What follows belongs to an exercise in optimizing a design on an open flow for small area, a short achievable clock period and few clock cycles per item; a production flow would make more cautious choices.
Where RTL was checked, it was by simulation tests only, not by an equivalence proof against the original.

==> inputs of build 40 <==
==> flow/design.v <==
module hashed_core (
    input  wire        clk,
    input  wire        rst,
    input  wire        cmd_valid,
    output wire        cmd_ready,
    input  wire [7:0]  cmd_op,
    input  wire [31:0] cmd_arg,
    output wire        mem_rd,
    output wire [15:0] mem_addr,
    input  wire [7:0]  mem_rdata,
    output wire [11:0] status,
    output wire [4:0]  digest_count,
    input  wire [4:0]  digest_idx,
    output wire [31:0] digest_data
);
    localparam [15:0] MOD = 16'd65521;
    localparam [1:0] PH_FRESH = 2'd0, PH_ACC = 2'd1, PH_FINAL = 2'd2;
    localparam [7:0] NUL = 8'h00, LF = 8'h0A, CR = 8'h0D;
    localparam QN = 9;
    localparam W  = 2;
    localparam WB = (W == 1) ? 1 : (W == 2) ? 1 : 2;
    localparam NG = 20 / W;
    localparam GB = (NG > 16) ? 5 : (NG > 8) ? 4 : 3;
    localparam [2:0] M_DONE = 3'd0, M_ANCHOR = 3'd1, M_SCAN = 3'd2,
                     M_ORD = 3'd3, M_RUN = 3'd4, M_FEMIT = 3'd5, M_AEMIT = 3'd6;
    reg        ready;
    reg [1:0]  phase;
    reg        fault;
    reg [3:0]  fault_code;
    reg        has_anchor, fin;
    reg [15:0] lo, hi;
    reg [3:0]  ab;              
    reg        s_ge8;           
    reg [2:0]  mode;
    reg [2:0]  acnt;
    reg [1:0]  rtype;           
    reg [1:0]  rl;              
    reg        rbig;            
    reg [7:0]  q [0:QN-1];
    reg [3:0]  qn;
    reg        rd;
    reg [15:0] raddr;
    reg [15:0] rrem;            
    reg        vld;             
    reg [31:0] phys [0:19];
    reg [NG-1:0] gh;            
    reg [GB-1:0] g;
    reg  [19:0]   vb;           
    reg [4:0]  len;
    reg [4:0]  cur;
    reg        pend_v;
    reg [31:0] pend;            
    reg        seen0;
    reg [GB-1:0] mc;
    reg        ms;
    assign cmd_ready    = ready;
    assign mem_rd       = rd;
    assign mem_addr     = raddr;
    assign status       = {fault_code, 3'b000, fault, fin, has_anchor, phase};
    assign digest_count = len;
    reg  [19:0] sel;
    reg  [NG-1:0] gsel;
    reg  [31:0] dd;
    integer m, jj;
    always @(*) begin
        for (m = 0; m < NG; m = m + 1) begin
            gsel[m] = 1'b0;
            for (jj = 0; jj < NG; jj = jj + 1)
                if ((digest_idx / W) == jj && gh[(jj - m + NG) % NG])
                    gsel[m] = 1'b1;
            for (jj = 0; jj < W; jj = jj + 1)
                sel[W*m+jj] = gsel[m] && ((digest_idx % W) == jj) && vb[W*m+jj];
        end
        dd = 32'd0;
        for (m = 0; m < 20; m = m + 1)
            dd = dd | (phys[m] & {32{sel[m]}});
    end
    assign digest_data = dd;
    wire [7:0] b   = q[0];
    wire       hv  = (qn != 4'd0);
    wire       cls = (b == NUL) || (b == LF) || (b == CR);
    wire [16:0] lo_sum = {1'b0, lo} + {9'd0, b};
    wire [15:0] lo_n   = (lo_sum >= {1'b0, MOD}) ? lo_sum[15:0] - MOD : lo_sum[15:0];
    wire [17:0] t0 = {2'b00, hi} + {2'b00, lo} + {10'd0, b};
    wire [18:0] t1 = {1'b0, t0} - {3'b000, MOD};
    wire [18:0] t2 = {1'b0, t0} - {2'b00, MOD, 1'b0};
    wire [15:0] hi_n = !t2[18] ? t2[15:0] : !t1[18] ? t1[15:0] : t0[15:0];
    wire [3:0]  ab_n   = ab[3] ? ab : ab + 4'd1;
    wire [5:0] left_lo  = {2'b00, rrem[3:0]} + {2'b00, qn} + {5'd0, vld};
    wire       rrem_hi  = (rrem[15:4] != 12'd0);
    wire       left_gt8 = rrem_hi || (left_lo > 6'd8);
    wire       left_nz  = rrem_hi || (left_lo != 6'd0);
    wire       thr_ok   = fin ? left_nz : left_gt8;
    wire       last     = !rrem_hi && (left_lo == 6'd1);
    wire [7:0] r_exp = rtype[1] ? (rl[0] ? LF : CR) : rtype[0] ? LF : NUL;
    wire       r_match = (b == r_exp);
    reg        act_absorb, act_ckreset, act_save, act_pop, act_tail;
    reg        em_req;
    reg [31:0] em_val;
    reg [2:0]  mode_n;
    reg        set_anchor;
    reg [1:0]  tail_n;
    always @(*) begin
        act_absorb  = 1'b0;
        act_ckreset = 1'b0;
        act_save    = 1'b0;
        act_pop     = 1'b0;
        act_tail    = 1'b0;
        em_req      = 1'b0;
        em_val      = {hi, lo};
        mode_n      = mode;
        set_anchor  = 1'b0;
        tail_n      = rl + 2'd1;
        case (mode)
        M_ANCHOR: if (hv) begin
            act_absorb = 1'b1;
            act_pop    = 1'b1;
            if (acnt == 3'd7 || last)
                mode_n = M_AEMIT;
        end
        M_AEMIT: begin
            em_req      = 1'b1;
            em_val      = {hi, lo};
            act_ckreset = 1'b1;
            set_anchor  = 1'b1;
            mode_n      = M_SCAN;
        end
        M_SCAN, M_ORD, M_RUN: begin
            if (mode == M_RUN && hv && r_match) begin
                act_pop = 1'b1;
                if (!rbig && rl == 2'd3) begin
                    em_req      = s_ge8;
                    em_val      = pend;
                    act_ckreset = 1'b1;
                end else if (!rbig) begin
                    act_absorb = 1'b1;
                end
                if (last) begin
                    act_tail = !fin && (rbig || rl == 2'd3) && (tail_n != 2'd0);
                    mode_n   = fin ? M_FEMIT : M_DONE;
                end
            end else if (mode == M_ORD && hv && !cls) begin
                act_absorb = 1'b1;
                act_pop    = 1'b1;
                if (last)
                    mode_n = fin ? M_FEMIT : M_DONE;
            end else if (mode == M_SCAN && !thr_ok) begin
                mode_n = fin ? M_FEMIT : M_DONE;
            end else if (hv) begin
                if (!thr_ok) begin
                    mode_n = fin ? M_FEMIT : M_DONE;
                end else begin
                    act_absorb = 1'b1;
                    act_pop    = 1'b1;
                    act_save   = cls;
                    mode_n     = last ? (fin ? M_FEMIT : M_DONE) : (cls ? M_RUN : M_ORD);
                end
            end
        end
        M_FEMIT: begin
            em_req = ab[3];
            em_val = {hi, lo};
            mode_n = M_DONE;
        end
        default: ;
        endcase
    end
    wire stall = (em_req || (act_save && ab[3])) && pend_v;
    wire [31:0] hw [0:W-1];
    wire [31:0] nw [0:W-1];
    genvar gj;
    generate
        for (gj = 0; gj < W; gj = gj + 1) begin : g_hw
            assign hw[gj] = phys[gj];
            if (gj < W - 1)
                assign nw[gj] = phys[gj+1];
            else
                assign nw[gj] = (g == NG - 1) ? pend : phys[W];
        end
    endgenerate
    wire [5:0]  sbase = W * g;
    reg  [W-1:0] hitv;
    reg  [31:0] tail_in [0:W-1];
    reg         op_done, op_append, sweep_first, sweep_any;
    wire        full = (len == 5'd20);
    wire        in_grp = (g == len / W);
    wire        hit = |hitv;
    integer j;
    always @(*) begin
        for (j = 0; j < W; j = j + 1) begin
            hitv[j]    = (hw[j] == pend) && vb[j];
            tail_in[j] = hw[j];
        end
        op_done     = 1'b0;
        op_append   = 1'b0;
        sweep_first = 1'b0;
        sweep_any   = 1'b0;
        if (pend_v) begin
            if (!full) begin
                if (hit) begin
                    op_done = 1'b1;
                end else if (in_grp && (seen0 || g == 0)) begin
                    for (j = 0; j < W; j = j + 1)
                        if (len % W == j)
                            tail_in[j] = pend;
                    op_done   = 1'b1;
                    op_append = 1'b1;
                end
            end else if (mc != NG) begin
                op_done = hit;
            end else if (ms || g == cur / W) begin
                sweep_first = !ms;
                sweep_any   = 1'b1;
                op_done     = (g == NG - 1);
                for (j = 0; j < W; j = j + 1) begin
                    if (ms || (sbase + j) > cur)
                        tail_in[j] = nw[j];
                    else if ((sbase + j) == cur)
                        tail_in[j] = hw[j] ^ nw[j];
                end
            end
        end
    end
    wire pend_v_n = (pend_v && !op_done) || (em_req && !pend_v);
    integer k;
    always @(posedge clk) begin
        for (k = 0; k < 20 - W; k = k + 1)
            phys[k] <= phys[k+W];
        for (k = 0; k < W; k = k + 1)
            phys[20-W+k] <= tail_in[k];
    end
    always @(posedge clk) begin
        if (rst) begin
            g  <= 0;
            gh <= 1;
            vb     <= 20'd0;
            len    <= 5'd0;
            cur    <= 5'd1;
            pend_v <= 1'b0;
        end else begin
            g  <= (g == NG - 1) ? 0 : g + 1;
            gh <= {gh[NG-2:0], gh[NG-1]};
            vb <= {vb[W-1:0], vb[19:W]};
            if (pend_v && op_append)
                for (k = 0; k < W; k = k + 1)
                    if (len % W == k)
                        vb[20-W+k] <= 1'b1;
            if (pend_v) begin
                seen0 <= seen0 || (g == 0);
                if (mc != NG)
                    mc <= mc + 1;
                if (sweep_first)
                    ms <= 1'b1;
                if (op_append)
                    len <= len + 5'd1;
                if (sweep_any && op_done)
                    cur <= (cur == 5'd19) ? 5'd1 : cur + 5'd1;
                if (op_done)
                    pend_v <= 1'b0;
            end else if (act_save && !ready) begin
                pend   <= {hi, lo};
            end else if (em_req && !ready) begin
                pend_v <= 1'b1;
                pend   <= em_val;
                seen0  <= 1'b0;
                mc     <= 0;
                ms     <= 1'b0;
            end
            if (ready && cmd_valid && is_init) begin
                vb     <= 20'd0;
                len    <= 5'd0;
                cur    <= 5'd1;
            end
        end
    end
    wire is_init  = (cmd_op == 8'h01) && (cmd_arg == 32'd0);
    wire is_upd   = (cmd_op == 8'h02) && (cmd_arg[31:16] == 16'd0);
    wire is_final = (cmd_op == 8'h03) && (cmd_arg == 32'd0);
    wire legal    = is_init || is_upd || is_final;
    wire fire     = ready && cmd_valid;
    wire [15:0] arg_len = cmd_arg[15:0];
    wire [16:0] n_upd   = {13'd0, qn} + {1'b0, arg_len};
    wire start_upd = fire && !(fault && !is_init) && legal && !is_init &&
                     phase != PH_FINAL && is_upd && arg_len != 16'd0;
    wire start_fin = fire && !(fault && !is_init) && legal && !is_init &&
                     phase != PH_FINAL && is_final;
    wire       go      = !stall;
    wire       pop     = act_pop && go;
    wire       tail_wr = act_tail && go;
    wire [15:0] rrem_n = rd ? rrem - 16'd1 : rrem;
    wire        space  = ({1'b0, qn} + {4'd0, vld} + {4'd0, rd}) <= (QN - 1 + pop);
    wire        rd_n   = (rrem_n != 16'd0) && space;
    wire [3:0]  wpos   = qn - {3'd0, pop};
    wire [2:0]  mode_next = go ? mode_n : mode;
    wire done_n = (mode_next == M_DONE) && (rrem_n == 16'd0) && !rd && !pend_v_n;
    wire [7:0] tpat0 = rtype[1] ? CR : rtype[0] ? LF : NUL;
    wire [7:0] tpat1 = rtype[1] ? LF : rtype[0] ? LF : NUL;
    always @(posedge clk) begin
        if (tail_wr) begin
            q[0] <= tpat0;
            q[1] <= tpat1;
            q[2] <= tpat0;
        end else begin
            for (k = 0; k < QN; k = k + 1) begin
                if (vld && wpos == k)
                    q[k] <= mem_rdata;
                else if (pop)
                    q[k] <= (k == QN - 1) ? q[k] : q[k+1];
            end
        end
    end
    always @(posedge clk) begin
        if (rst) begin
            ready      <= 1'b1;
            phase      <= PH_FRESH;
            fault      <= 1'b0;
            fault_code <= 4'd0;
            has_anchor <= 1'b0;
            fin        <= 1'b0;
            lo         <= 16'd1;
            hi         <= 16'd0;
            ab         <= 4'd0;
            mode       <= M_DONE;
            qn         <= 4'd0;
            rd         <= 1'b0;
            rrem       <= 16'd0;
            vld        <= 1'b0;
        end else if (ready) begin
            if (fire) begin
                if (fault && !is_init) begin
                end else if (!legal) begin
                    fault      <= 1'b1;
                    fault_code <= 4'd1;
                end else if (is_init) begin
                    phase      <= PH_FRESH;
                    fault      <= 1'b0;
                    fault_code <= 4'd0;
                    has_anchor <= 1'b0;
                    fin        <= 1'b0;
                    lo         <= 16'd1;
                    hi         <= 16'd0;
                    ab         <= 4'd0;
                    qn         <= 4'd0;
                end else if (phase == PH_FINAL) begin
                    fault      <= 1'b1;
                    fault_code <= 4'd2;
                end else if (is_upd) begin
                    if (arg_len != 16'd0) begin
                        phase <= PH_ACC;
                        ready <= 1'b0;
                        rd    <= 1'b1;
                        raddr <= 16'd0;
                        rrem  <= arg_len;
                        acnt  <= 3'd0;
                        mode  <= has_anchor ? M_SCAN :
                                 (n_upd >= 17'd8) ? M_ANCHOR : M_DONE;
                    end
                end else begin
                    fin   <= 1'b1;
                    phase <= PH_FINAL;
                    ready <= 1'b0;
                    acnt  <= 3'd0;
                    mode  <= has_anchor ? M_SCAN :
                             (qn != 4'd0) ? M_ANCHOR : M_FEMIT;
                end
            end
        end else begin
            rd   <= rd_n;
            vld  <= rd;
            rrem <= rrem_n;
            if (rd)
                raddr <= raddr + 16'd1;
            if (tail_wr)
                qn <= {2'b00, tail_n};
            else
                qn <= qn + {3'd0, vld} - {3'd0, pop};
            if (go) begin
                mode <= mode_n;
                if (mode == M_ANCHOR && act_pop)
                    acnt <= acnt + 3'd1;
                if (set_anchor)
                    has_anchor <= 1'b1;
                if (act_save) begin
                    s_ge8 <= ab[3];
                    rtype <= {b == CR, b == LF};
                    rl    <= 2'd1;
                    rbig  <= 1'b0;
                end else if (mode == M_RUN && act_pop) begin
                    rl <= rl + 2'd1;
                    if (rl == 2'd3)
                        rbig <= 1'b1;
                end
                if (act_ckreset) begin
                    lo <= 16'd1;
                    hi <= 16'd0;
                    ab <= 4'd0;
                end else if (act_absorb) begin
                    lo <= lo_n;
                    hi <= hi_n;
                    ab <= ab_n;
                end
            end
            if (done_n)
                ready <= 1'b1;
        end
    end
endmodule
==> flow/run.sh <==
#!/bin/bash
# synth_recipe.tcl (not shown) runs the flow's synth.tcl, then flattens the netlist and writes it again
# the make line also repeats each setting of config.mk as NAME=value (left out here)
make -C /OpenROAD-flow-scripts/flow DESIGN_CONFIG=/design/flow/config.mk WORK_HOME=/design/flow/orfs CLKGATE_MAP_FILE= SYNTH_SCRIPT=/design/flow/synth_recipe.tcl finish
==> flow/config.mk <==
export PLATFORM = sky130hd
export DESIGN_NAME = hashed_core
export DESIGN_NICKNAME = hashed_core
export VERILOG_FILES = /design/flow/design.v
export SDC_FILE = /design/flow/constraint.sdc
export NUM_CORES = 4
export LEC_CHECK = 0
export CAP_MARGIN = 20
export CORE_MARGIN = 2
export CORE_UTILIZATION = 62
export CTS_CLUSTER_DIAMETER = 80
export CTS_CLUSTER_SIZE = 26
export SETUP_SLACK_MARGIN = 4.6
export SLEW_MARGIN = 20
==> flow/constraint.sdc <==
create_clock -name core_clock -period 10.0 [get_ports {clk}]
set_input_delay 2.0000 -clock core_clock [delete_from_list [all_inputs] [get_ports {clk}]]
set_output_delay 2.0000 -clock core_clock [all_outputs]
set_load 0.01 [all_outputs]
==> inputs of trial 95, as changes to build 40 <==
--- a/flow/design.v
+++ b/flow/design.v
@@ -31,8 +31,9 @@
     reg [15:0] lo, hi;
     reg [3:0]  ab;              
-    reg        s_ge8;           
+    reg [15:0] s_lo, s_hi;      
+    reg        s_ge8;
     reg [2:0]  mode;
     reg [2:0]  acnt;
-    reg [1:0]  rtype;           
+    reg [7:0]  rbyte;           
     reg [1:0]  rl;              
     reg        rbig;            
@@ -44,11 +45,9 @@
     reg        vld;             
     reg [31:0] phys [0:19];
-    reg [NG-1:0] gh;            
-    reg [GB-1:0] g;
-    reg  [19:0]   vb;           
+    reg [GB-1:0] g;             
     reg [4:0]  len;
     reg [4:0]  cur;
     reg        pend_v;
-    reg [31:0] pend;            
+    reg [31:0] pend;
     reg        seen0;
     reg [GB-1:0] mc;
@@ -60,15 +59,17 @@
     assign digest_count = len;
     reg  [19:0] sel;
+    wire        idx_ok = (digest_idx < len);
     reg  [NG-1:0] gsel;
+    reg  [GB:0] glab;
     reg  [31:0] dd;
     integer m, jj;
     always @(*) begin
         for (m = 0; m < NG; m = m + 1) begin
-            gsel[m] = 1'b0;
-            for (jj = 0; jj < NG; jj = jj + 1)
-                if ((digest_idx / W) == jj && gh[(jj - m + NG) % NG])
-                    gsel[m] = 1'b1;
+            glab = g + m;
+            if (glab >= NG)
+                glab = glab - NG;
+            gsel[m] = ((digest_idx / W) == glab);
             for (jj = 0; jj < W; jj = jj + 1)
-                sel[W*m+jj] = gsel[m] && ((digest_idx % W) == jj) && vb[W*m+jj];
+                sel[W*m+jj] = gsel[m] && ((digest_idx % W) == jj) && idx_ok;
         end
         dd = 32'd0;
@@ -93,5 +94,5 @@
     wire       thr_ok   = fin ? left_nz : left_gt8;
     wire       last     = !rrem_hi && (left_lo == 6'd1);
-    wire [7:0] r_exp = rtype[1] ? (rl[0] ? LF : CR) : rtype[0] ? LF : NUL;
+    wire [7:0] r_exp = (rbyte == CR) ? (rl[0] ? LF : CR) : rbyte;
     wire       r_match = (b == r_exp);
     reg        act_absorb, act_ckreset, act_save, act_pop, act_tail;
@@ -131,5 +132,5 @@
                 if (!rbig && rl == 2'd3) begin
                     em_req      = s_ge8;
-                    em_val      = pend;
+                    em_val      = {s_hi, s_lo};
                     act_ckreset = 1'b1;
                 end else if (!rbig) begin
@@ -166,5 +167,5 @@
         endcase
     end
-    wire stall = (em_req || (act_save && ab[3])) && pend_v;
+    wire stall = em_req && pend_v;
     wire [31:0] hw [0:W-1];
     wire [31:0] nw [0:W-1];
@@ -189,5 +190,5 @@
     always @(*) begin
         for (j = 0; j < W; j = j + 1) begin
-            hitv[j]    = (hw[j] == pend) && vb[j];
+            hitv[j]    = (hw[j] == pend) && ((sbase + j) < len);
             tail_in[j] = hw[j];
         end
@@ -232,18 +233,10 @@
     always @(posedge clk) begin
         if (rst) begin
-            g  <= 0;
-            gh <= 1;
-            vb     <= 20'd0;
+            g      <= 0;
             len    <= 5'd0;
             cur    <= 5'd1;
             pend_v <= 1'b0;
         end else begin
-            g  <= (g == NG - 1) ? 0 : g + 1;
-            gh <= {gh[NG-2:0], gh[NG-1]};
-            vb <= {vb[W-1:0], vb[19:W]};
-            if (pend_v && op_append)
-                for (k = 0; k < W; k = k + 1)
-                    if (len % W == k)
-                        vb[20-W+k] <= 1'b1;
+            g <= (g == NG - 1) ? 0 : g + 1;
             if (pend_v) begin
                 seen0 <= seen0 || (g == 0);
@@ -258,7 +251,5 @@
                 if (op_done)
                     pend_v <= 1'b0;
-            end else if (act_save && !ready) begin
-                pend   <= {hi, lo};
-            end else if (em_req && !ready) begin
+            end else if (em_req) begin
                 pend_v <= 1'b1;
                 pend   <= em_val;
@@ -268,5 +259,4 @@
             end
             if (ready && cmd_valid && is_init) begin
-                vb     <= 20'd0;
                 len    <= 5'd0;
                 cur    <= 5'd1;
@@ -294,6 +284,6 @@
     wire [2:0]  mode_next = go ? mode_n : mode;
     wire done_n = (mode_next == M_DONE) && (rrem_n == 16'd0) && !rd && !pend_v_n;
-    wire [7:0] tpat0 = rtype[1] ? CR : rtype[0] ? LF : NUL;
-    wire [7:0] tpat1 = rtype[1] ? LF : rtype[0] ? LF : NUL;
+    wire [7:0] tpat0 = (rbyte == CR) ? CR : rbyte;
+    wire [7:0] tpat1 = (rbyte == CR) ? LF : rbyte;
     always @(posedge clk) begin
         if (tail_wr) begin
@@ -382,6 +372,8 @@
                     has_anchor <= 1'b1;
                 if (act_save) begin
+                    s_lo  <= lo;
+                    s_hi  <= hi;
                     s_ge8 <= ab[3];
-                    rtype <= {b == CR, b == LF};
+                    rbyte <= b;
                     rl    <= 2'd1;
                     rbig  <= 1'b0;
Settings changed: CORE_UTILIZATION 62 to 60, CTS_CLUSTER_DIAMETER 80 to default, CTS_CLUSTER_SIZE 26 to default, SETUP_SLACK_MARGIN 4.6 to 4.3.
==> inputs of build 21, as changes to build 40 <==
--- a/flow/design.v
+++ b/flow/design.v
@@ -44,6 +44,6 @@
     reg        vld;             
     reg [31:0] phys [0:19];
-    reg [NG-1:0] gh;            
-    reg [GB-1:0] g;
+    reg [GB-1:0] lab [0:NG-1];  
+    wire [GB-1:0] g = lab[0];
     reg  [19:0]   vb;           
     reg [4:0]  len;
@@ -65,8 +65,5 @@
     always @(*) begin
         for (m = 0; m < NG; m = m + 1) begin
-            gsel[m] = 1'b0;
-            for (jj = 0; jj < NG; jj = jj + 1)
-                if ((digest_idx / W) == jj && gh[(jj - m + NG) % NG])
-                    gsel[m] = 1'b1;
+            gsel[m] = ((digest_idx / W) == lab[m]);
             for (jj = 0; jj < W; jj = jj + 1)
                 sel[W*m+jj] = gsel[m] && ((digest_idx % W) == jj) && vb[W*m+jj];
@@ -232,6 +229,6 @@
     always @(posedge clk) begin
         if (rst) begin
-            g  <= 0;
-            gh <= 1;
+            for (k = 0; k < NG; k = k + 1)
+                lab[k] <= k;
             vb     <= 20'd0;
             len    <= 5'd0;
@@ -239,6 +236,7 @@
             pend_v <= 1'b0;
         end else begin
-            g  <= (g == NG - 1) ? 0 : g + 1;
-            gh <= {gh[NG-2:0], gh[NG-1]};
+            for (k = 0; k < NG - 1; k = k + 1)
+                lab[k] <= lab[k+1];
+            lab[NG-1] <= lab[0];
             vb <= {vb[W-1:0], vb[19:W]};
             if (pend_v && op_append)
Settings changed: SETUP_SLACK_MARGIN 4.6 to 4.8.
==> notes.md <==
|  | trial 95 | build 21 | build 40 |
|---|---|---|---|
| Run status | timing/DRC/antenna clean | timing/DRC/antenna clean | timing/DRC/antenna clean |
| Routed length on met3 | 13.4 mm | 13.2 mm | 10.5 mm |
| Met3 global-route usage | 0.0952 | 0.103 | 0.0708 |
| Clock buffer count from CTS | 89 | 45 | 44 |
| End of the critical path | digest_data[1] | digest_data[2] | digest_data[30] |
| Portion of the layout cell area used by non-clock buffers | 0.0918 | 0.0991 | 0.0880 |
| Overall Global Routing Usage | 0.383 | 0.401 | 0.370 |
| Average wire per cell in the routed design | 27.1 um | 28.3 um | 26.2 um |
| Routed vias | 31,301 | 29,593 | 28,845 |
| Area share of fa/ha/maj cells after synthesis | 0.0445 | 0.0340 | 0.0352 |
| Number of non-clock buffers | 374 | 363 | 340 |
| Number of clock buffers in the layout | 120 | 50 | 52 |
| Clock transition at path regs | 60 ps | 100 ps | 100 ps |
| Number of storage elements in the synthesis netlist | 897 | 915 | 889 |
Testbench counts of build 40, summed over its fixed seeds: cycles 61,940, bytes 55,928.
Testbench counts of build 21, summed over its fixed seeds: cycles 61,940, bytes 55,928.
Function not checked in trial 95: the RTL went through the layout flow alone.

what the ideal ports hide:
How much do the figures lean on ideal ports? The routed layouts below were timed once more, with nothing changed but the port constraints.
Step 1, drivers: a clkbuf_16 drives clk and a buf_2 each remaining input, both assumed.
Step 2 also shifts input and output timing later by t, the mid clock arrival at the registers, as if the neighbouring blocks saw the same clock.
Three values: ideal ports, drivers, drivers and shift; two values: the first two.
| run | shift t [ns] | slack for setup (ns) | clock arrival spread, ns | worst register clock-pin slew, ns |
|---|---|---|---|---|
| build 40 | 0.679 | 3.321 / 3.224 / 3.224 | 0.043 / 0.043 | 0.10 / 0.10 |
| trial 95 | 0.723 | 3.411 / 3.369 / 3.369 | 0.068 / 0.068 | 0.07 / 0.07 |
| build 21 | 0.726 | 3.803 / 3.585 / 3.585 | 0.055 / 0.055 | 0.11 / 0.11 |
After both steps every run listed still meets setup and hold. For build 21, which loses most, drivers alone change the setup slack by -0.218 ns; drivers and shift together by -0.218 ns.
